Background: an optimization exercise with open tools, aiming at small area, a short achievable clock period and few clock cycles per item. Do not read the settings as production practice.
In this exercise RTL edits were held to simulation tests only and were not proved equivalent to the original.
Power is estimated from default activity; no workload was simulated.

`flow/design.v`:
```
module wfb_ucode (
    input  wire [7:0]  addr,
    output reg  [3:0]  op,
    output reg  [4:0]  src,
    output reg  [31:0] imm
);
    localparam [3:0] U_LN = 4'd0;
    localparam [3:0] U_MN = 4'd1;
    localparam [3:0] U_AN = 4'd2;
    localparam [3:0] U_SN = 4'd3;
    localparam [3:0] U_LD = 4'd4;
    localparam [3:0] U_MD = 4'd5;
    localparam [3:0] U_DV = 4'd6;
    localparam [3:0] U_ST = 4'd7;
    localparam [3:0] U_KCHK = 4'd8;
    localparam [3:0] U_TCHK = 4'd9;
    localparam [3:0] U_FATAL = 4'd10;
    localparam [3:0] U_CALL = 4'd11;
    localparam [3:0] U_RET = 4'd12;
    localparam [3:0] U_END = 4'd13;
    localparam [4:0] X_IMM = 5'd0;
    localparam [4:0] X_CBW = 5'd1;
    localparam [4:0] X_BW = 5'd2;
    localparam [4:0] X_FFT = 5'd3;
    localparam [4:0] X_GN = 5'd4;
    localparam [4:0] X_GD = 5'd5;
    localparam [4:0] X_GS = 5'd6;
    localparam [4:0] X_SN = 5'd7;
    localparam [4:0] X_SD = 5'd8;
    localparam [4:0] X_TF = 5'd9;
    localparam [4:0] X_A0 = 5'd10;
    localparam [4:0] X_BITS = 5'd11;
    localparam [4:0] X_BPS = 5'd12;
    localparam [4:0] X_PB = 5'd13;
    localparam [4:0] X_CB = 5'd14;
    localparam [4:0] X_PBM1 = 5'd15;
    localparam [4:0] X_BPSM1 = 5'd16;
    always @* begin
        op = U_END; src = X_IMM; imm = 32'd0;
        case (addr)
            8'd0  : begin op = U_LN; src = X_SN; imm = 32'd0; end
            8'd1  : begin op = U_MN; src = X_BW; imm = 32'd0; end
            8'd2  : begin op = U_LD; src = X_SD; imm = 32'd0; end
            8'd3  : begin op = U_DV; src = X_IMM; imm = 32'd0; end
            8'd4  : begin op = U_RET; src = X_IMM; imm = 32'd0; end
            8'd5  : begin op = U_LN; src = X_SN; imm = 32'd0; end
            8'd6  : begin op = U_MN; src = X_BW; imm = 32'd0; end
            8'd7  : begin op = U_LD; src = X_SD; imm = 32'd0; end
            8'd8  : begin op = U_MD; src = X_FFT; imm = 32'd0; end
            8'd9  : begin op = U_DV; src = X_IMM; imm = 32'd0; end
            8'd10 : begin op = U_RET; src = X_IMM; imm = 32'd0; end
            8'd11 : begin op = U_LN; src = X_IMM; imm = 32'd1000000000; end
            8'd12 : begin op = U_MN; src = X_FFT; imm = 32'd0; end
            8'd13 : begin op = U_MN; src = X_SD; imm = 32'd0; end
            8'd14 : begin op = U_LD; src = X_SN; imm = 32'd0; end
            8'd15 : begin op = U_MD; src = X_BW; imm = 32'd0; end
            8'd16 : begin op = U_DV; src = X_IMM; imm = 32'd0; end
            8'd17 : begin op = U_RET; src = X_IMM; imm = 32'd0; end
            8'd18 : begin op = U_LN; src = X_IMM; imm = 32'd1000000000; end
            8'd19 : begin op = U_MN; src = X_GN; imm = 32'd0; end
            8'd20 : begin op = U_MN; src = X_FFT; imm = 32'd0; end
            8'd21 : begin op = U_MN; src = X_SD; imm = 32'd0; end
            8'd22 : begin op = U_LD; src = X_GD; imm = 32'd0; end
            8'd23 : begin op = U_MD; src = X_SN; imm = 32'd0; end
            8'd24 : begin op = U_MD; src = X_BW; imm = 32'd0; end
            8'd25 : begin op = U_DV; src = X_IMM; imm = 32'd0; end
            8'd26 : begin op = U_RET; src = X_IMM; imm = 32'd0; end
            8'd27 : begin op = U_LN; src = X_IMM; imm = 32'd1000000000; end
            8'd28 : begin op = U_MN; src = X_GS; imm = 32'd0; end
            8'd29 : begin op = U_MN; src = X_FFT; imm = 32'd0; end
            8'd30 : begin op = U_MN; src = X_SD; imm = 32'd0; end
            8'd31 : begin op = U_LD; src = X_GD; imm = 32'd0; end
            8'd32 : begin op = U_MD; src = X_SN; imm = 32'd0; end
            8'd33 : begin op = U_MD; src = X_BW; imm = 32'd0; end
            8'd34 : begin op = U_DV; src = X_IMM; imm = 32'd0; end
            8'd35 : begin op = U_RET; src = X_IMM; imm = 32'd0; end
            8'd36 : begin op = U_LN; src = X_IMM; imm = 32'd1000000000; end
            8'd37 : begin op = U_MN; src = X_IMM; imm = 32'd4; end
            8'd38 : begin op = U_MN; src = X_SD; imm = 32'd0; end
            8'd39 : begin op = U_LD; src = X_SN; imm = 32'd0; end
            8'd40 : begin op = U_MD; src = X_BW; imm = 32'd0; end
            8'd41 : begin op = U_DV; src = X_IMM; imm = 32'd0; end
            8'd42 : begin op = U_RET; src = X_IMM; imm = 32'd0; end
            8'd43 : begin op = U_LN; src = X_GS; imm = 32'd0; end
            8'd44 : begin op = U_MN; src = X_FFT; imm = 32'd0; end
            8'd45 : begin op = U_LD; src = X_GD; imm = 32'd0; end
            8'd46 : begin op = U_MD; src = X_IMM; imm = 32'd4; end
            8'd47 : begin op = U_DV; src = X_IMM; imm = 32'd0; end
            8'd48 : begin op = U_RET; src = X_IMM; imm = 32'd0; end
            8'd49 : begin op = U_LN; src = X_TF; imm = 32'd0; end
            8'd50 : begin op = U_MN; src = X_IMM; imm = 32'd1000; end
            8'd51 : begin op = U_RET; src = X_IMM; imm = 32'd0; end
            8'd52 : begin op = U_LN; src = X_TF; imm = 32'd0; end
            8'd53 : begin op = U_MN; src = X_GD; imm = 32'd0; end
            8'd54 : begin op = U_MN; src = X_SN; imm = 32'd0; end
            8'd55 : begin op = U_MN; src = X_BW; imm = 32'd0; end
            8'd56 : begin op = U_LD; src = X_IMM; imm = 32'd1000000; end
            8'd57 : begin op = U_MD; src = X_GS; imm = 32'd0; end
            8'd58 : begin op = U_MD; src = X_FFT; imm = 32'd0; end
            8'd59 : begin op = U_MD; src = X_SD; imm = 32'd0; end
            8'd60 : begin op = U_DV; src = X_IMM; imm = 32'd0; end
            8'd61 : begin op = U_RET; src = X_IMM; imm = 32'd0; end
            8'd62 : begin op = U_LN; src = X_A0; imm = 32'd0; end
            8'd63 : begin op = U_MN; src = X_IMM; imm = 32'd8; end
            8'd64 : begin op = U_AN; src = X_PBM1; imm = 32'd0; end
            8'd65 : begin op = U_LD; src = X_PB; imm = 32'd0; end
            8'd66 : begin op = U_DV; src = X_IMM; imm = 32'd0; end
            8'd67 : begin op = U_RET; src = X_IMM; imm = 32'd0; end
            8'd68 : begin op = U_ST; src = X_IMM; imm = 32'd0; end
            8'd69 : begin op = U_END; src = X_IMM; imm = 32'd0; end
            8'd70 : begin op = U_LN; src = X_CBW; imm = 32'd0; end
            8'd71 : begin op = U_LD; src = X_IMM; imm = 32'd1750000; end
            8'd72 : begin op = U_DV; src = X_IMM; imm = 32'd0; end
            8'd73 : begin op = U_KCHK; src = X_IMM; imm = 32'd23296; end   
            8'd74 : begin op = U_LN; src = X_CBW; imm = 32'd0; end
            8'd75 : begin op = U_LD; src = X_IMM; imm = 32'd1500000; end
            8'd76 : begin op = U_DV; src = X_IMM; imm = 32'd0; end
            8'd77 : begin op = U_KCHK; src = X_IMM; imm = 32'd23297; end   
            8'd78 : begin op = U_LN; src = X_CBW; imm = 32'd0; end
            8'd79 : begin op = U_LD; src = X_IMM; imm = 32'd1250000; end
            8'd80 : begin op = U_DV; src = X_IMM; imm = 32'd0; end
            8'd81 : begin op = U_KCHK; src = X_IMM; imm = 32'd23298; end   
            8'd82 : begin op = U_LN; src = X_CBW; imm = 32'd0; end
            8'd83 : begin op = U_LD; src = X_IMM; imm = 32'd2750000; end
            8'd84 : begin op = U_DV; src = X_IMM; imm = 32'd0; end
            8'd85 : begin op = U_KCHK; src = X_IMM; imm = 32'd23299; end   
            8'd86 : begin op = U_LN; src = X_CBW; imm = 32'd0; end
            8'd87 : begin op = U_LD; src = X_IMM; imm = 32'd2000000; end
            8'd88 : begin op = U_DV; src = X_IMM; imm = 32'd0; end
            8'd89 : begin op = U_KCHK; src = X_IMM; imm = 32'd23300; end   
            8'd90 : begin op = U_FATAL; src = X_IMM; imm = 32'd3; end
            8'd91 : begin op = U_TCHK; src = X_IMM; imm = 32'd0; end
            8'd92 : begin op = U_CALL; src = X_IMM; imm = 32'd27; end   
            8'd93 : begin op = U_ST; src = X_IMM; imm = 32'd0; end
            8'd94 : begin op = U_CALL; src = X_IMM; imm = 32'd52; end   
            8'd95 : begin op = U_ST; src = X_IMM; imm = 32'd1; end
            8'd96 : begin op = U_CALL; src = X_IMM; imm = 32'd43; end   
            8'd97 : begin op = U_ST; src = X_IMM; imm = 32'd2; end
            8'd98 : begin op = U_CALL; src = X_IMM; imm = 32'd0; end   
            8'd99 : begin op = U_ST; src = X_IMM; imm = 32'd3; end
            8'd100: begin op = U_END; src = X_IMM; imm = 32'd0; end
            8'd101: begin op = U_LN; src = X_BPS; imm = 32'd0; end
            8'd102: begin op = U_MN; src = X_GD; imm = 32'd0; end
            8'd103: begin op = U_MN; src = X_SN; imm = 32'd0; end
            8'd104: begin op = U_MN; src = X_BW; imm = 32'd0; end
            8'd105: begin op = U_LD; src = X_GS; imm = 32'd0; end
            8'd106: begin op = U_MD; src = X_FFT; imm = 32'd0; end
            8'd107: begin op = U_MD; src = X_SD; imm = 32'd0; end
            8'd108: begin op = U_DV; src = X_IMM; imm = 32'd0; end
            8'd109: begin op = U_ST; src = X_IMM; imm = 32'd0; end
            8'd110: begin op = U_LN; src = X_BPS; imm = 32'd0; end
            8'd111: begin op = U_ST; src = X_IMM; imm = 32'd1; end
            8'd112: begin op = U_END; src = X_IMM; imm = 32'd0; end
            8'd113: begin op = U_LN; src = X_IMM; imm = 32'd1000000000; end
            8'd114: begin op = U_MN; src = X_CB; imm = 32'd0; end
            8'd115: begin op = U_MN; src = X_GS; imm = 32'd0; end
            8'd116: begin op = U_MN; src = X_FFT; imm = 32'd0; end
            8'd117: begin op = U_MN; src = X_SD; imm = 32'd0; end
            8'd118: begin op = U_LD; src = X_BPS; imm = 32'd0; end
            8'd119: begin op = U_MD; src = X_GD; imm = 32'd0; end
            8'd120: begin op = U_MD; src = X_SN; imm = 32'd0; end
            8'd121: begin op = U_MD; src = X_BW; imm = 32'd0; end
            8'd122: begin op = U_DV; src = X_IMM; imm = 32'd0; end
            8'd123: begin op = U_ST; src = X_IMM; imm = 32'd0; end
            8'd124: begin op = U_END; src = X_IMM; imm = 32'd0; end
            8'd125: begin op = U_CALL; src = X_IMM; imm = 32'd62; end   
            8'd126: begin op = U_ST; src = X_IMM; imm = 32'd2; end
            8'd127: begin op = U_MN; src = X_CB; imm = 32'd0; end
            8'd128: begin op = U_AN; src = X_BPSM1; imm = 32'd0; end
            8'd129: begin op = U_LD; src = X_BPS; imm = 32'd0; end
            8'd130: begin op = U_DV; src = X_IMM; imm = 32'd0; end
            8'd131: begin op = U_ST; src = X_IMM; imm = 32'd1; end
            8'd132: begin op = U_MN; src = X_IMM; imm = 32'd1000000000; end
            8'd133: begin op = U_MN; src = X_GS; imm = 32'd0; end
            8'd134: begin op = U_MN; src = X_FFT; imm = 32'd0; end
            8'd135: begin op = U_MN; src = X_SD; imm = 32'd0; end
            8'd136: begin op = U_LD; src = X_GD; imm = 32'd0; end
            8'd137: begin op = U_MD; src = X_SN; imm = 32'd0; end
            8'd138: begin op = U_MD; src = X_BW; imm = 32'd0; end
            8'd139: begin op = U_DV; src = X_IMM; imm = 32'd0; end
            8'd140: begin op = U_AN; src = X_IMM; imm = 32'd3; end
            8'd141: begin op = U_ST; src = X_IMM; imm = 32'd0; end
            8'd142: begin op = U_END; src = X_IMM; imm = 32'd0; end
            8'd143: begin op = U_CALL; src = X_IMM; imm = 32'd62; end   
            8'd144: begin op = U_ST; src = X_IMM; imm = 32'd1; end
            8'd145: begin op = U_MN; src = X_CB; imm = 32'd0; end
            8'd146: begin op = U_AN; src = X_BPSM1; imm = 32'd0; end
            8'd147: begin op = U_LD; src = X_BPS; imm = 32'd0; end
            8'd148: begin op = U_DV; src = X_IMM; imm = 32'd0; end
            8'd149: begin op = U_ST; src = X_IMM; imm = 32'd0; end
            8'd150: begin op = U_END; src = X_IMM; imm = 32'd0; end
            8'd151: begin op = U_LN; src = X_A0; imm = 32'd0; end
            8'd152: begin op = U_MN; src = X_BPS; imm = 32'd0; end
            8'd153: begin op = U_LD; src = X_IMM; imm = 32'd8; end
            8'd154: begin op = U_DV; src = X_IMM; imm = 32'd0; end
            8'd155: begin op = U_ST; src = X_IMM; imm = 32'd0; end
            8'd156: begin op = U_END; src = X_IMM; imm = 32'd0; end
            8'd157: begin op = U_LN; src = X_BITS; imm = 32'd0; end
            8'd158: begin op = U_ST; src = X_IMM; imm = 32'd3; end
            8'd159: begin op = U_AN; src = X_PBM1; imm = 32'd0; end
            8'd160: begin op = U_LD; src = X_PB; imm = 32'd0; end
            8'd161: begin op = U_DV; src = X_IMM; imm = 32'd0; end
            8'd162: begin op = U_ST; src = X_IMM; imm = 32'd1; end
            8'd163: begin op = U_MN; src = X_PB; imm = 32'd0; end
            8'd164: begin op = U_SN; src = X_BITS; imm = 32'd0; end
            8'd165: begin op = U_ST; src = X_IMM; imm = 32'd2; end
            8'd166: begin op = U_LN; src = X_PB; imm = 32'd0; end
            8'd167: begin op = U_ST; src = X_IMM; imm = 32'd0; end
            8'd168: begin op = U_END; src = X_IMM; imm = 32'd0; end
            default: begin op = U_END; src = X_IMM; imm = 32'd0; end
        endcase
    end
endmodule
module wfb_timing (
    input  wire        clk,
    input  wire        rst,         
    input  wire        cmd_valid,
    output wire        cmd_ready,
    input  wire [31:0] cmd,
    input  wire [31:0] a0,
    output reg         rsp_valid,
    output wire [31:0] rsp_status,
    output wire [63:0] rsp_r0,
    output wire [63:0] rsp_r1,
    output wire [63:0] rsp_r2,
    output wire [63:0] rsp_r3
);
    localparam NUM_W = 104;    
    localparam DEN_W = 72;     
    localparam [7:0] F_UNKNOWN_MCS     = 8'h01;
    localparam [7:0] F_BAD_BANDWIDTH   = 8'h03;
    localparam [7:0] F_BAD_FRAME_CODE  = 8'h04;
    localparam [7:0] F_ILLEGAL_COMMAND = 8'h05;
    localparam [7:0] F_NOT_CONFIGURED  = 8'h06;
    localparam [7:0] F_ILLEGAL_CONFIG  = 8'h07;
    localparam [7:0] E_OPERAND_RANGE   = 8'h08;
    localparam [7:0] OP_CFG_WR      = 8'h01;
    localparam [7:0] OP_CFG_RD      = 8'h02;
    localparam [7:0] OP_MCS_INFO    = 8'h10;
    localparam [7:0] OP_BLOCK_PLAN  = 8'h11;
    localparam [7:0] OP_TIMING_INIT = 8'h40;
    localparam [7:0] OP_DATA_RATE   = 8'h41;
    localparam [7:0] OP_BLOCK_TIME  = 8'h42;
    localparam [7:0] OP_BURST_TIME  = 8'h43;
    localparam [7:0] OP_NR_SYMBOLS  = 8'h44;
    localparam [7:0] OP_NR_BYTES    = 8'h45;
    localparam [3:0] U_LN = 4'd0, U_MN = 4'd1, U_AN = 4'd2, U_SN = 4'd3, U_LD = 4'd4,
                     U_MD = 4'd5, U_DV = 4'd6, U_ST = 4'd7, U_KCHK = 4'd8, U_TCHK = 4'd9,
                     U_FATAL = 4'd10, U_CALL = 4'd11, U_RET = 4'd12, U_END = 4'd13;
    localparam [4:0] X_IMM = 5'd0, X_CBW = 5'd1, X_BW = 5'd2, X_FFT = 5'd3, X_GN = 5'd4,
                     X_GD = 5'd5, X_GS = 5'd6, X_SN = 5'd7, X_SD = 5'd8, X_TF = 5'd9,
                     X_A0 = 5'd10, X_BITS = 5'd11, X_BPS = 5'd12, X_PB = 5'd13, X_CB = 5'd14,
                     X_PBM1 = 5'd15, X_BPSM1 = 5'd16;
    localparam [7:0] A_S_FS      = 8'd0;
    localparam [7:0] A_S_SPACING = 8'd5;
    localparam [7:0] A_S_TB      = 8'd11;
    localparam [7:0] A_S_TG      = 8'd18;
    localparam [7:0] A_S_TS      = 8'd27;
    localparam [7:0] A_S_PS      = 8'd36;
    localparam [7:0] A_S_PSPS    = 8'd43;
    localparam [7:0] A_S_FT      = 8'd49;
    localparam [7:0] A_S_SPF     = 8'd52;
    localparam [7:0] A_RD_TAIL   = 8'd68;
    localparam [7:0] A_P_TINIT   = 8'd70;
    localparam [7:0] A_P_RATE    = 8'd101;
    localparam [7:0] A_P_BLKT    = 8'd113;
    localparam [7:0] A_P_BURST   = 8'd125;
    localparam [7:0] A_P_NSYM    = 8'd143;
    localparam [7:0] A_P_NBYT    = 8'd151;
    localparam [7:0] A_P_PLAN    = 8'd157;
    localparam [1:0] S_IDLE = 2'd0, S_EXEC = 2'd1, S_MUL = 2'd2, S_DIV = 2'd3;
    reg [31:0] cfg_bw;
    reg [15:0] cfg_fft, cfg_gnum, cfg_gden;
    reg [7:0]  cfg_fc;
    reg [31:0] t_bw;
    reg [15:0] t_fft, t_gnum, t_gden;
    reg [7:0]  t_fc;
    reg [2:0]  t_sfi;           
    reg        tv;
    reg        halted;
    reg [7:0]  cerr, fcause;
    reg [63:0] r0, r1, r2, r3;
    wire [31:0] status = {8'd0, fcause, cerr, 6'd0, tv, halted};
    assign rsp_status = status;
    assign rsp_r0 = r0;
    assign rsp_r1 = r1;
    assign rsp_r2 = r2;
    assign rsp_r3 = r3;
    reg [1:0]        state;
    reg [7:0]        upc, ret_pc;
    reg [2:0]        mcs_q;
    reg [31:0]       a0_q;
    reg [2:0]        sfi_w;
    reg [NUM_W-1:0]  num;
    reg [DEN_W-1:0]  den;
    reg [DEN_W-1:0]  rem;
    reg [NUM_W-1:0]  mul_a, mul_acc;
    reg [31:0]       mul_b;
    reg              mul_to_den;
    reg [6:0]        cnt;
    assign cmd_ready = (state == S_IDLE);
    wire accept = cmd_valid && cmd_ready;
    function [15:0] mcs_bps;    
        input [2:0] m;
        case (m)
            3'd0: mcs_bps = 16'd96;   3'd1: mcs_bps = 16'd192;  3'd2: mcs_bps = 16'd288;
            3'd3: mcs_bps = 16'd384;  3'd4: mcs_bps = 16'd576;  3'd5: mcs_bps = 16'd768;
            default: mcs_bps = 16'd864;
        endcase
    endfunction
    function [7:0] mcs_payload_bytes;
        input [2:0] m;
        case (m)
            3'd0: mcs_payload_bytes = 8'd12;  3'd1: mcs_payload_bytes = 8'd24;
            3'd2: mcs_payload_bytes = 8'd36;  3'd3: mcs_payload_bytes = 8'd48;
            3'd4: mcs_payload_bytes = 8'd72;  3'd5: mcs_payload_bytes = 8'd96;
            default: mcs_payload_bytes = 8'd108;
        endcase
    endfunction
    function [7:0] mcs_coded_bytes;
        input [2:0] m;
        case (m)
            3'd0: mcs_coded_bytes = 8'd24;  3'd1, 3'd2: mcs_coded_bytes = 8'd48;
            3'd3, 3'd4: mcs_coded_bytes = 8'd96;
            default: mcs_coded_bytes = 8'd144;
        endcase
    endfunction
    function [7:0] mcs_bits_per_sym;
        input [2:0] m;
        case (m)
            3'd0: mcs_bits_per_sym = 8'd1;  3'd1, 3'd2: mcs_bits_per_sym = 8'd2;
            3'd3, 3'd4: mcs_bits_per_sym = 8'd4;
            default: mcs_bits_per_sym = 8'd6;
        endcase
    endfunction
    function [15:0] mcs_rate;   
        input [2:0] m;
        case (m)
            3'd0, 3'd1, 3'd3: mcs_rate = 16'h0102;
            3'd5: mcs_rate = 16'h0203;
            default: mcs_rate = 16'h0304;
        endcase
    endfunction
    function [15:0] sf_num;
        input [2:0] i;
        case (i)
            3'd0: sf_num = 16'd8;   3'd1: sf_num = 16'd86;  3'd2: sf_num = 16'd144;
            3'd3: sf_num = 16'd316; default: sf_num = 16'd57;
        endcase
    endfunction
    function [15:0] sf_den;
        input [2:0] i;
        case (i)
            3'd0: sf_den = 16'd7;   3'd1: sf_den = 16'd75;  3'd2: sf_den = 16'd125;
            3'd3: sf_den = 16'd275; default: sf_den = 16'd50;
        endcase
    endfunction
    function [15:0] frame_us;   
        input [7:0] c;
        case (c)
            8'd0: frame_us = 16'd2500;  8'd1: frame_us = 16'd4000;  8'd2: frame_us = 16'd5000;
            8'd3: frame_us = 16'd8000;  8'd4: frame_us = 16'd10000; 8'd5: frame_us = 16'd12500;
            default: frame_us = 16'd20000;
        endcase
    endfunction
    wire [7:0] c_opc = cmd[31:24];
    wire [2:0] c_mcs = cmd[18:16];
    wire [7:0] c_reg = cmd[7:0];
    wire       c_rsv_ok = (cmd[23:19] == 5'd0) && (cmd[15:8] == 8'd0);
    wire       c_reg_rw = (c_reg <= 8'h04);
    wire       c_reg_ok = c_reg_rw || (c_reg == 8'h10) || (c_reg == 8'h11) ||
                          (c_reg >= 8'h20 && c_reg <= 8'h2A);
    wire       c_class_m = (c_opc == OP_MCS_INFO) || (c_opc == OP_BLOCK_PLAN) ||
                           (c_opc >= OP_DATA_RATE && c_opc <= OP_NR_BYTES);
    wire       c_timing = (c_opc >= OP_DATA_RATE && c_opc <= OP_NR_BYTES);
    reg        c_legal;
    always @* begin
        c_legal = 1'b0;
        if (c_rsv_ok) begin
            if (c_class_m)
                c_legal = (c_reg == 8'd0);
            else if (c_opc == OP_CFG_WR)
                c_legal = (c_mcs == 3'd0) && c_reg_rw;
            else if (c_opc == OP_CFG_RD)
                c_legal = (c_mcs == 3'd0) && c_reg_ok;
            else if (c_opc == OP_TIMING_INIT)
                c_legal = (c_mcs == 3'd0) && (c_reg == 8'd0);
        end
    end
    reg c_wr_fits;
    always @* begin
        case (c_reg)
            8'h00:   c_wr_fits = 1'b1;
            8'h04:   c_wr_fits = (a0[31:8] == 24'd0);
            default: c_wr_fits = (a0[31:16] == 16'd0);
        endcase
    end
    wire cfg_bad = (cfg_bw == 32'd0) || (cfg_fft < 16'd256) || (cfg_fft > 16'd1024) ||
                   (cfg_gden == 16'd0) || (cfg_gnum > cfg_gden);
    reg [7:0] rd_entry;
    always @* begin
        case (c_reg)
            8'h22:   rd_entry = A_S_FS;
            8'h23:   rd_entry = A_S_SPACING;
            8'h24:   rd_entry = A_S_TB;
            8'h25:   rd_entry = A_S_TG;
            8'h26:   rd_entry = A_S_TS;
            8'h27:   rd_entry = A_S_PS;
            8'h28:   rd_entry = A_S_PSPS;
            8'h29:   rd_entry = A_S_FT;
            default: rd_entry = A_S_SPF;
        endcase
    end
    reg [63:0] rd_simple;
    always @* begin
        case (c_reg)
            8'h00:   rd_simple = {32'd0, cfg_bw};
            8'h01:   rd_simple = {48'd0, cfg_fft};
            8'h02:   rd_simple = {48'd0, cfg_gnum};
            8'h03:   rd_simple = {48'd0, cfg_gden};
            8'h04:   rd_simple = {56'd0, cfg_fc};
            8'h10:   rd_simple = {32'd0, status};
            8'h20:   rd_simple = tv ? {48'd0, sf_num(t_sfi)} : 64'd0;
            8'h21:   rd_simple = tv ? {48'd0, sf_den(t_sfi)} : 64'd0;
            default: rd_simple = 64'd0;    
        endcase
    end
    wire rd_needs_ucode = tv && (c_reg >= 8'h22) && (c_reg <= 8'h2A);
    wire [3:0]  u_op;
    wire [4:0]  u_src;
    wire [31:0] u_imm;
    wfb_ucode rom (.addr(upc), .op(u_op), .src(u_src), .imm(u_imm));
    reg [63:0] x;
    always @* begin
        case (u_src)
            X_IMM:   x = {32'd0, u_imm};
            X_CBW:   x = {32'd0, cfg_bw};
            X_BW:    x = {32'd0, t_bw};
            X_FFT:   x = {48'd0, t_fft};
            X_GN:    x = {48'd0, t_gnum};
            X_GD:    x = {48'd0, t_gden};
            X_GS:    x = {47'd0, {1'b0, t_gnum} + {1'b0, t_gden}};
            X_SN:    x = {48'd0, sf_num(t_sfi)};
            X_SD:    x = {48'd0, sf_den(t_sfi)};
            X_TF:    x = {48'd0, frame_us(t_fc)};
            X_A0:    x = {32'd0, a0_q};
            X_BITS:  x = {29'd0, a0_q, 3'b000};
            X_BPS:   x = {48'd0, mcs_bps(mcs_q)};
            X_PB:    x = {53'd0, mcs_payload_bytes(mcs_q), 3'b000};
            X_CB:    x = {53'd0, mcs_coded_bytes(mcs_q), 3'b000};
            X_PBM1:  x = {53'd0, mcs_payload_bytes(mcs_q), 3'b000} - 64'd1;
            X_BPSM1: x = {48'd0, mcs_bps(mcs_q)} - 64'd1;
            default: x = 64'd0;
        endcase
    end
    wire [DEN_W:0] div_try  = {rem, num[NUM_W-1]};
    wire           div_ge   = (div_try >= {1'b0, den});
    wire [DEN_W:0] div_diff = div_try - {1'b0, den};
    always @(posedge clk) begin
        if (rst) begin
            cfg_bw <= 32'd0; cfg_fft <= 16'd0; cfg_gnum <= 16'd0; cfg_gden <= 16'd0; cfg_fc <= 8'd0;
            t_bw <= 32'd0; t_fft <= 16'd0; t_gnum <= 16'd0; t_gden <= 16'd0; t_fc <= 8'd0;
            t_sfi <= 3'd0;
            tv <= 1'b0; halted <= 1'b0; cerr <= 8'd0; fcause <= 8'd0;
            r0 <= 64'd0; r1 <= 64'd0; r2 <= 64'd0; r3 <= 64'd0;
            state <= S_IDLE; rsp_valid <= 1'b0;
            upc <= 8'd0; ret_pc <= 8'd0; mcs_q <= 3'd0; a0_q <= 32'd0; sfi_w <= 3'd0;
            num <= {NUM_W{1'b0}}; den <= {DEN_W{1'b0}}; rem <= {DEN_W{1'b0}};
            mul_a <= {NUM_W{1'b0}}; mul_acc <= {NUM_W{1'b0}}; mul_b <= 32'd0;
            mul_to_den <= 1'b0; cnt <= 7'd0;
        end else begin
            rsp_valid <= 1'b0;
            case (state)
            S_IDLE: if (accept) begin
                mcs_q <= c_mcs;
                a0_q  <= a0;
                if (halted) begin
                    rsp_valid <= 1'b1;                        
                end else if (!c_legal) begin
                    halted <= 1'b1; fcause <= F_ILLEGAL_COMMAND; cerr <= 8'd0;
                    rsp_valid <= 1'b1;
                end else if (c_class_m && c_mcs == 3'd7) begin
                    halted <= 1'b1; fcause <= F_UNKNOWN_MCS; cerr <= 8'd0;
                    rsp_valid <= 1'b1;
                end else if (c_timing && !tv) begin
                    halted <= 1'b1; fcause <= F_NOT_CONFIGURED; cerr <= 8'd0;
                    rsp_valid <= 1'b1;
                end else begin
                    case (c_opc)
                    OP_CFG_WR: begin
                        if (!c_wr_fits) begin
                            cerr <= E_OPERAND_RANGE;
                        end else begin
                            case (c_reg)
                                8'h00:   cfg_bw   <= a0;
                                8'h01:   cfg_fft  <= a0[15:0];
                                8'h02:   cfg_gnum <= a0[15:0];
                                8'h03:   cfg_gden <= a0[15:0];
                                default: cfg_fc   <= a0[7:0];
                            endcase
                            tv <= 1'b0;
                            cerr <= 8'd0;
                        end
                        r0 <= 64'd0; r1 <= 64'd0; r2 <= 64'd0; r3 <= 64'd0;
                        rsp_valid <= 1'b1;
                    end
                    OP_CFG_RD: begin
                        r1 <= 64'd0; r2 <= 64'd0; r3 <= 64'd0;
                        if (rd_needs_ucode) begin
                            upc <= rd_entry; ret_pc <= A_RD_TAIL;
                            state <= S_EXEC;
                        end else begin
                            r0 <= rd_simple;
                            cerr <= 8'd0;
                            rsp_valid <= 1'b1;
                        end
                    end
                    OP_MCS_INFO: begin
                        r0 <= {56'd0, mcs_bits_per_sym(c_mcs)};
                        r1 <= {48'd0, mcs_rate(c_mcs)};
                        r2 <= {56'd0, mcs_payload_bytes(c_mcs)};
                        r3 <= {56'd0, mcs_coded_bytes(c_mcs)};
                        cerr <= 8'd0;
                        rsp_valid <= 1'b1;
                    end
                    OP_TIMING_INIT: begin
                        if (cfg_bad) begin
                            halted <= 1'b1; fcause <= F_ILLEGAL_CONFIG; cerr <= 8'd0;
                            rsp_valid <= 1'b1;
                        end else begin
                            upc <= A_P_TINIT;
                            state <= S_EXEC;
                        end
                    end
                    default: begin    
                        r0 <= 64'd0; r1 <= 64'd0; r2 <= 64'd0; r3 <= 64'd0;
                        case (c_opc)
                            OP_BLOCK_PLAN: upc <= A_P_PLAN;
                            OP_DATA_RATE:  upc <= A_P_RATE;
                            OP_BLOCK_TIME: upc <= A_P_BLKT;
                            OP_BURST_TIME: upc <= A_P_BURST;
                            OP_NR_SYMBOLS: upc <= A_P_NSYM;
                            default:       upc <= A_P_NBYT;
                        endcase
                        state <= S_EXEC;
                    end
                    endcase
                end
            end
            S_EXEC: begin
                upc <= upc + 8'd1;
                case (u_op)
                U_LN: num <= {{(NUM_W-64){1'b0}}, x};
                U_AN: num <= num + {{(NUM_W-64){1'b0}}, x};
                U_SN: num <= num - {{(NUM_W-64){1'b0}}, x};
                U_LD: den <= {{(DEN_W-64){1'b0}}, x};
                U_MN, U_MD: begin
                    mul_a      <= (u_op == U_MN) ? num : {{(NUM_W-DEN_W){1'b0}}, den};
                    mul_b      <= x[31:0];
                    mul_acc    <= {NUM_W{1'b0}};
                    mul_to_den <= (u_op == U_MD);
                    cnt        <= 7'd0;
                    state      <= S_MUL;
                end
                U_DV: begin
                    rem   <= {DEN_W{1'b0}};
                    cnt   <= 7'd0;
                    state <= S_DIV;
                end
                U_ST: case (u_imm[1:0])
                    2'd0: r0 <= num[63:0];
                    2'd1: r1 <= num[63:0];
                    2'd2: r2 <= num[63:0];
                    default: r3 <= num[63:0];
                endcase
                U_KCHK: if (rem == {DEN_W{1'b0}}) begin
                    sfi_w <= u_imm[2:0];
                    upc   <= u_imm[15:8];
                end
                U_TCHK: begin
                    if (cfg_fc > 8'd6) begin
                        halted <= 1'b1; fcause <= F_BAD_FRAME_CODE; cerr <= 8'd0;
                        rsp_valid <= 1'b1;
                        state <= S_IDLE;
                    end else begin
                        t_bw <= cfg_bw; t_fft <= cfg_fft; t_gnum <= cfg_gnum;
                        t_gden <= cfg_gden; t_fc <= cfg_fc; t_sfi <= sfi_w;
                        tv <= 1'b1;
                    end
                end
                U_FATAL: begin
                    halted <= 1'b1; fcause <= u_imm[7:0]; cerr <= 8'd0;
                    rsp_valid <= 1'b1;
                    state <= S_IDLE;
                end
                U_CALL: begin
                    ret_pc <= upc + 8'd1;
                    upc    <= u_imm[7:0];
                end
                U_RET: upc <= ret_pc;
                default: begin    
                    cerr <= 8'd0;
                    rsp_valid <= 1'b1;
                    state <= S_IDLE;
                end
                endcase
            end
            S_MUL: begin
                if (mul_b[0])
                    mul_acc <= mul_acc + mul_a;
                mul_a <= mul_a << 1;
                mul_b <= mul_b >> 1;
                cnt   <= cnt + 7'd1;
                if (cnt == 7'd31) begin
                    if (mul_to_den)
                        den <= mul_b[0] ? mul_acc[DEN_W-1:0] + mul_a[DEN_W-1:0] : mul_acc[DEN_W-1:0];
                    else
                        num <= mul_b[0] ? mul_acc + mul_a : mul_acc;
                    state <= S_EXEC;
                end
            end
            S_DIV: begin
                if (div_ge) begin
                    rem <= div_diff[DEN_W-1:0];
                    num <= {num[NUM_W-2:0], 1'b1};
                end else begin
                    rem <= div_try[DEN_W-1:0];
                    num <= {num[NUM_W-2:0], 1'b0};
                end
                cnt <= cnt + 7'd1;
                if (cnt == NUM_W - 1)
                    state <= S_EXEC;
            end
            default: state <= S_IDLE;
            endcase
        end
    end
endmodule
```
`flow/run.sh`:
```
#!/bin/bash
# synth_recipe.tcl (not shown) runs the flow's synth.tcl, then flattens the netlist and writes it again
# the make line also repeats each setting of config.mk as NAME=value (left out here)
make -C /OpenROAD-flow-scripts/flow DESIGN_CONFIG=/design/flow/config.mk WORK_HOME=/design/flow/orfs CLKGATE_MAP_FILE= SYNTH_SCRIPT=/design/flow/synth_recipe.tcl finish
```
`flow/config.mk`:
```
export PLATFORM = sky130hd
export DESIGN_NAME = wfb_timing
export DESIGN_NICKNAME = wfb_timing
export VERILOG_FILES = /design/flow/design.v
export SDC_FILE = /design/flow/constraint.sdc
export NUM_CORES = 4
export LEC_CHECK = 0
export CAP_MARGIN = 20
export CORE_MARGIN = 2
export CORE_UTILIZATION = 40
export SLEW_MARGIN = 20
export SYNTH_MEMORY_MAX_BITS = 16384
```
`flow/constraint.sdc`:
```
create_clock -name core_clock -period 11.0 [get_ports {clk}]
set_input_delay 2.2000 -clock core_clock [delete_from_list [all_inputs] [get_ports {clk}]]
set_output_delay 2.2000 -clock core_clock [all_outputs]
set_load 0.01 [all_outputs]
```
==> results_dict.tcl <==
set metrics [dict create \
    grt_antenna_before_repair 6 \
    netlist_area_mm2 0.0663 \
    grt_remaining_overflow 0 \
    synthMuxAreaShare 0.0195 \
    p_leak_uw 0.0282 \
    wl_per_cell_um 27.2 \
    total_power_uw 15800 \
    vdd_drop_max_mv 0.156 \
    top_layer "met5" \
    synth_cells 8992 \
    core_area_mm2 0.165 \
    fmax_ghz 0.107 \
    yosys_warnings 2 \
    arrival_ns 10.03 \
    vias 70300 \
    std_cell_rows 149 \
    finalHoldViolations 0 \
    io-pin-count 357 \
    slew_viol_final 0 \
    synth_seq_cells 1031 \
    ys.flop_type "dfxtp_1" \
    clk_latency_ns 0.82 \
    crit_type "reg2reg" \
    critPathCaptureType "flop" \
    yosysSeqAreaShare 0.311 \
    synthXorXnorAreaFrac 0.0407 \
    crit_slowest_cell "a221oi_1" \
    syn_to_final_growth_pct 13.3 \
    synth_top_area_frac 0.311 \
    synthAdderAreaFrac 0.0639 \
    ys_top_cells_by_area "dfxtp_1 (31%), a21oi_1 (8.4%), nand2_1 (7.6%)" \
    drc 0 \
    synth-simple-area-share 0.222 \
    yosysUniqueCellTypes 94 \
    cp_max_fo 30 \
    antenna_left 0 \
    synth-compound-area-share 0.289 \
    synth_area_leader_cell "dfxtp_1" \
    synth_common_cells "nand2_1 (1,350), a21oi_1 (1,114), dfxtp_1 (1,031)" \
    cap_violations 0 \
    reg2reg_slack_ns 1.62 \
    routed_via_density 6.28 \
    drtPass1Iterations 7 \
    fin_tns_setup_ns 0 \
    wl_met2_mm 142 \
    powerDensity_mw_per_mm2 210 \
    grt_max_degree 185 \
    place_ws_ns 1.86 \
    whs_ns 0.451 \
    synth_edf_count 0 \
    cts_resized 0 \
    fin_crit_sh 0.853 \
    wl_met1_mm 123 \
    finalInstanceArea_mm2 0.0751 \
    layout_min_cycle_time_ns 9.38 \
    start_kind "flop" \
    hpwl_mm 229 \
    setup_violations 0 \
    grt_use_total 0.346 \
    die_h_um 411 \
    gp_congestion 1.01 \
    grt_pass1_vias 65800 \
    numCtsBuffers 118 \
    synth_top_family_by_area "compound AO/OA/AOI/OAI gates" \
    crit_buf_inv 4 \
    routed_wl_mm 305 \
    status "timing/DRC/antenna clean" \
    start_util 0.402 \
    fin_skew_ns 0.102 \
    nets 9305 \
    synthArstFlopShare 0 \
    grt_pass1_wl_mm 446 \
    path_clk_slew_ns 0.06 \
    postCtsSetupBuffers 0 \
    rsz0062_at_grt "no" \
    die_x_um 411 \
    die_area_mm2 0.169 \
    crit_family "compound AO/OA/AOI/OAI gates" \
    maxSlewHeadroom 0.0525 \
    worstMarginPinSlew_ns 1.41 \
    clockBufferDepth 3 \
    portBuffers 335 \
    drtIter0Drc 7204 \
    clock-sinks 1031 \
    wl_met3_mm 18.9 \
    drive_gt1_frac 0.0565 \
    htree_levels 3 \
    synth.most_common_cell "nand2_1" \
    place_area_mm2 0.0710 \
    postCtsHoldBufs 0 \
    postSynthAreaPerCell_um2 7.37 \
    worst_ep_required_time_ns 11.65 \
    hold_class "reg2reg" \
    cts_root_buffer "clkbuf_16" \
    critPathMaxStageDelay_ns 0.84 \
    tritoncts "yes" \
    worst_slack_ns 1.62 \
]
registers in the layout, indices dropped and copies added (netlist names), 16 cells and up:
signal / count
a0_q: 32
cfg_bw: 32
cfg_fft: 16
cfg_gden: 16
cfg_gnum: 16
den: 72
mul_a: 104
mul_acc: 104
mul_b: 32
num: 104
r0: 64
r1: 64
r2: 64
r3: 64
rem: 72
t_bw: 32
t_fft: 16
t_gden: 16
t_gnum: 16
u_imm: 23
logic make-up (layout without fill, tap and decap cells):
group	after synthesis	in the layout
buf+inv	922	907
other cells	1	25
simple gates	3298	3298
xor+xnor	308	308
compound gates	2982	2982
flops	1031	1031
fa+ha+maj	336	336
mux	114	114
path summary, 6_finish.rpt:
check,from,end,cells after the start
max,mcs_q[1]$_SDFFE_PP0P_,num[102]$_SDFFE_PP0P_,32
min,r2[31]$_SDFFE_PP0P_,r2[31]$_SDFFE_PP0P_,2
max reg2reg,mcs_q[1]$_SDFFE_PP0P_,num[102]$_SDFFE_PP0P_,32
min reg2reg,r2[31]$_SDFFE_PP0P_,r2[31]$_SDFFE_PP0P_,2
layout make-up:
cell class | count | area, um2
Antenna cell | 4 | 10.0
Fill cell | 16700 | 89700
Clock buffer | 162 | 3300
Tap cell | 2189 | 2740
Sequential cell | 1031 | 20600
Timing Repair Buffer | 467 | 4400
Inverter | 225 | 845
Clock inverter | 53 | 699
Multi-Input combinational cell | 7059 | 42400
power by group:
group          switching [uW]  internal [uW]  total [uW]
logic                    4670           2440        7100
clock network            1790           2340        4130
registers                 592           3940        4530
tightest hold or removal path: cells and delay by family (launching register included):
kind               cells  cell delay (ns)
AOI/OAI and AO/OA      1             0.05
DFF                    1             0.30
and+or+nand+nor        1             0.05
cell usage in the layout, fill, tap and decap left out, types with 157 or more instances in the layout:
cell type / instances
nor2_1: 805
a211oi_1: 168
ha_1: 332
inv_1: 220
nand2_1: 1347
nor3_1: 228
nand3_1: 334
a221oi_1: 157
a21oi_1: 1108
o21ai_0: 454
clkdlybuf4s50_1: 333
a21o_1: 201
dfxtp_1: 1028
xnor2_1: 182
stage by stage:
step	cells	util
finish	11200	0.455
global route	11200	0.455
CTS	11200	0.455
detailed placement	11000	0.431
global placement	11000	0.431
floorplan	9012	-
per-layer routing:
metal	up-vias	global-route usage
met3	743	0.0419
met4	2	0.223
met2	3013	0.571
met5	-	0
li1	32400	-
met1	34100	0.427
Testbench counts, summed over its fixed seeds: cycles 936,279, commands 3,168.

## static timing again, ports no longer ideal
The flow's constraints put no driver on any port. The routed layout listed below was extracted and timed again, unchanged, in two steps.
Step 1, drivers: a clkbuf_16 drives clk and a buf_2 each remaining input, both assumed.
Step 2 times the ports against the registers' clock, not the clock port: input delays grow and output delays shrink by t, the midpoint of the rising clock arrivals with the driver on.
Three values: ideal, step 1, step 2; two values: the first two.
t (ns): 0.860
slack for setup (ns): 1.622 / 1.622 / 1.622
cell pins on the clock port's net: 1
After both steps setup and hold are still met in this run. For this run, drivers alone change the setup slack by 0.000 ns; drivers and shift together by 0.000 ns.
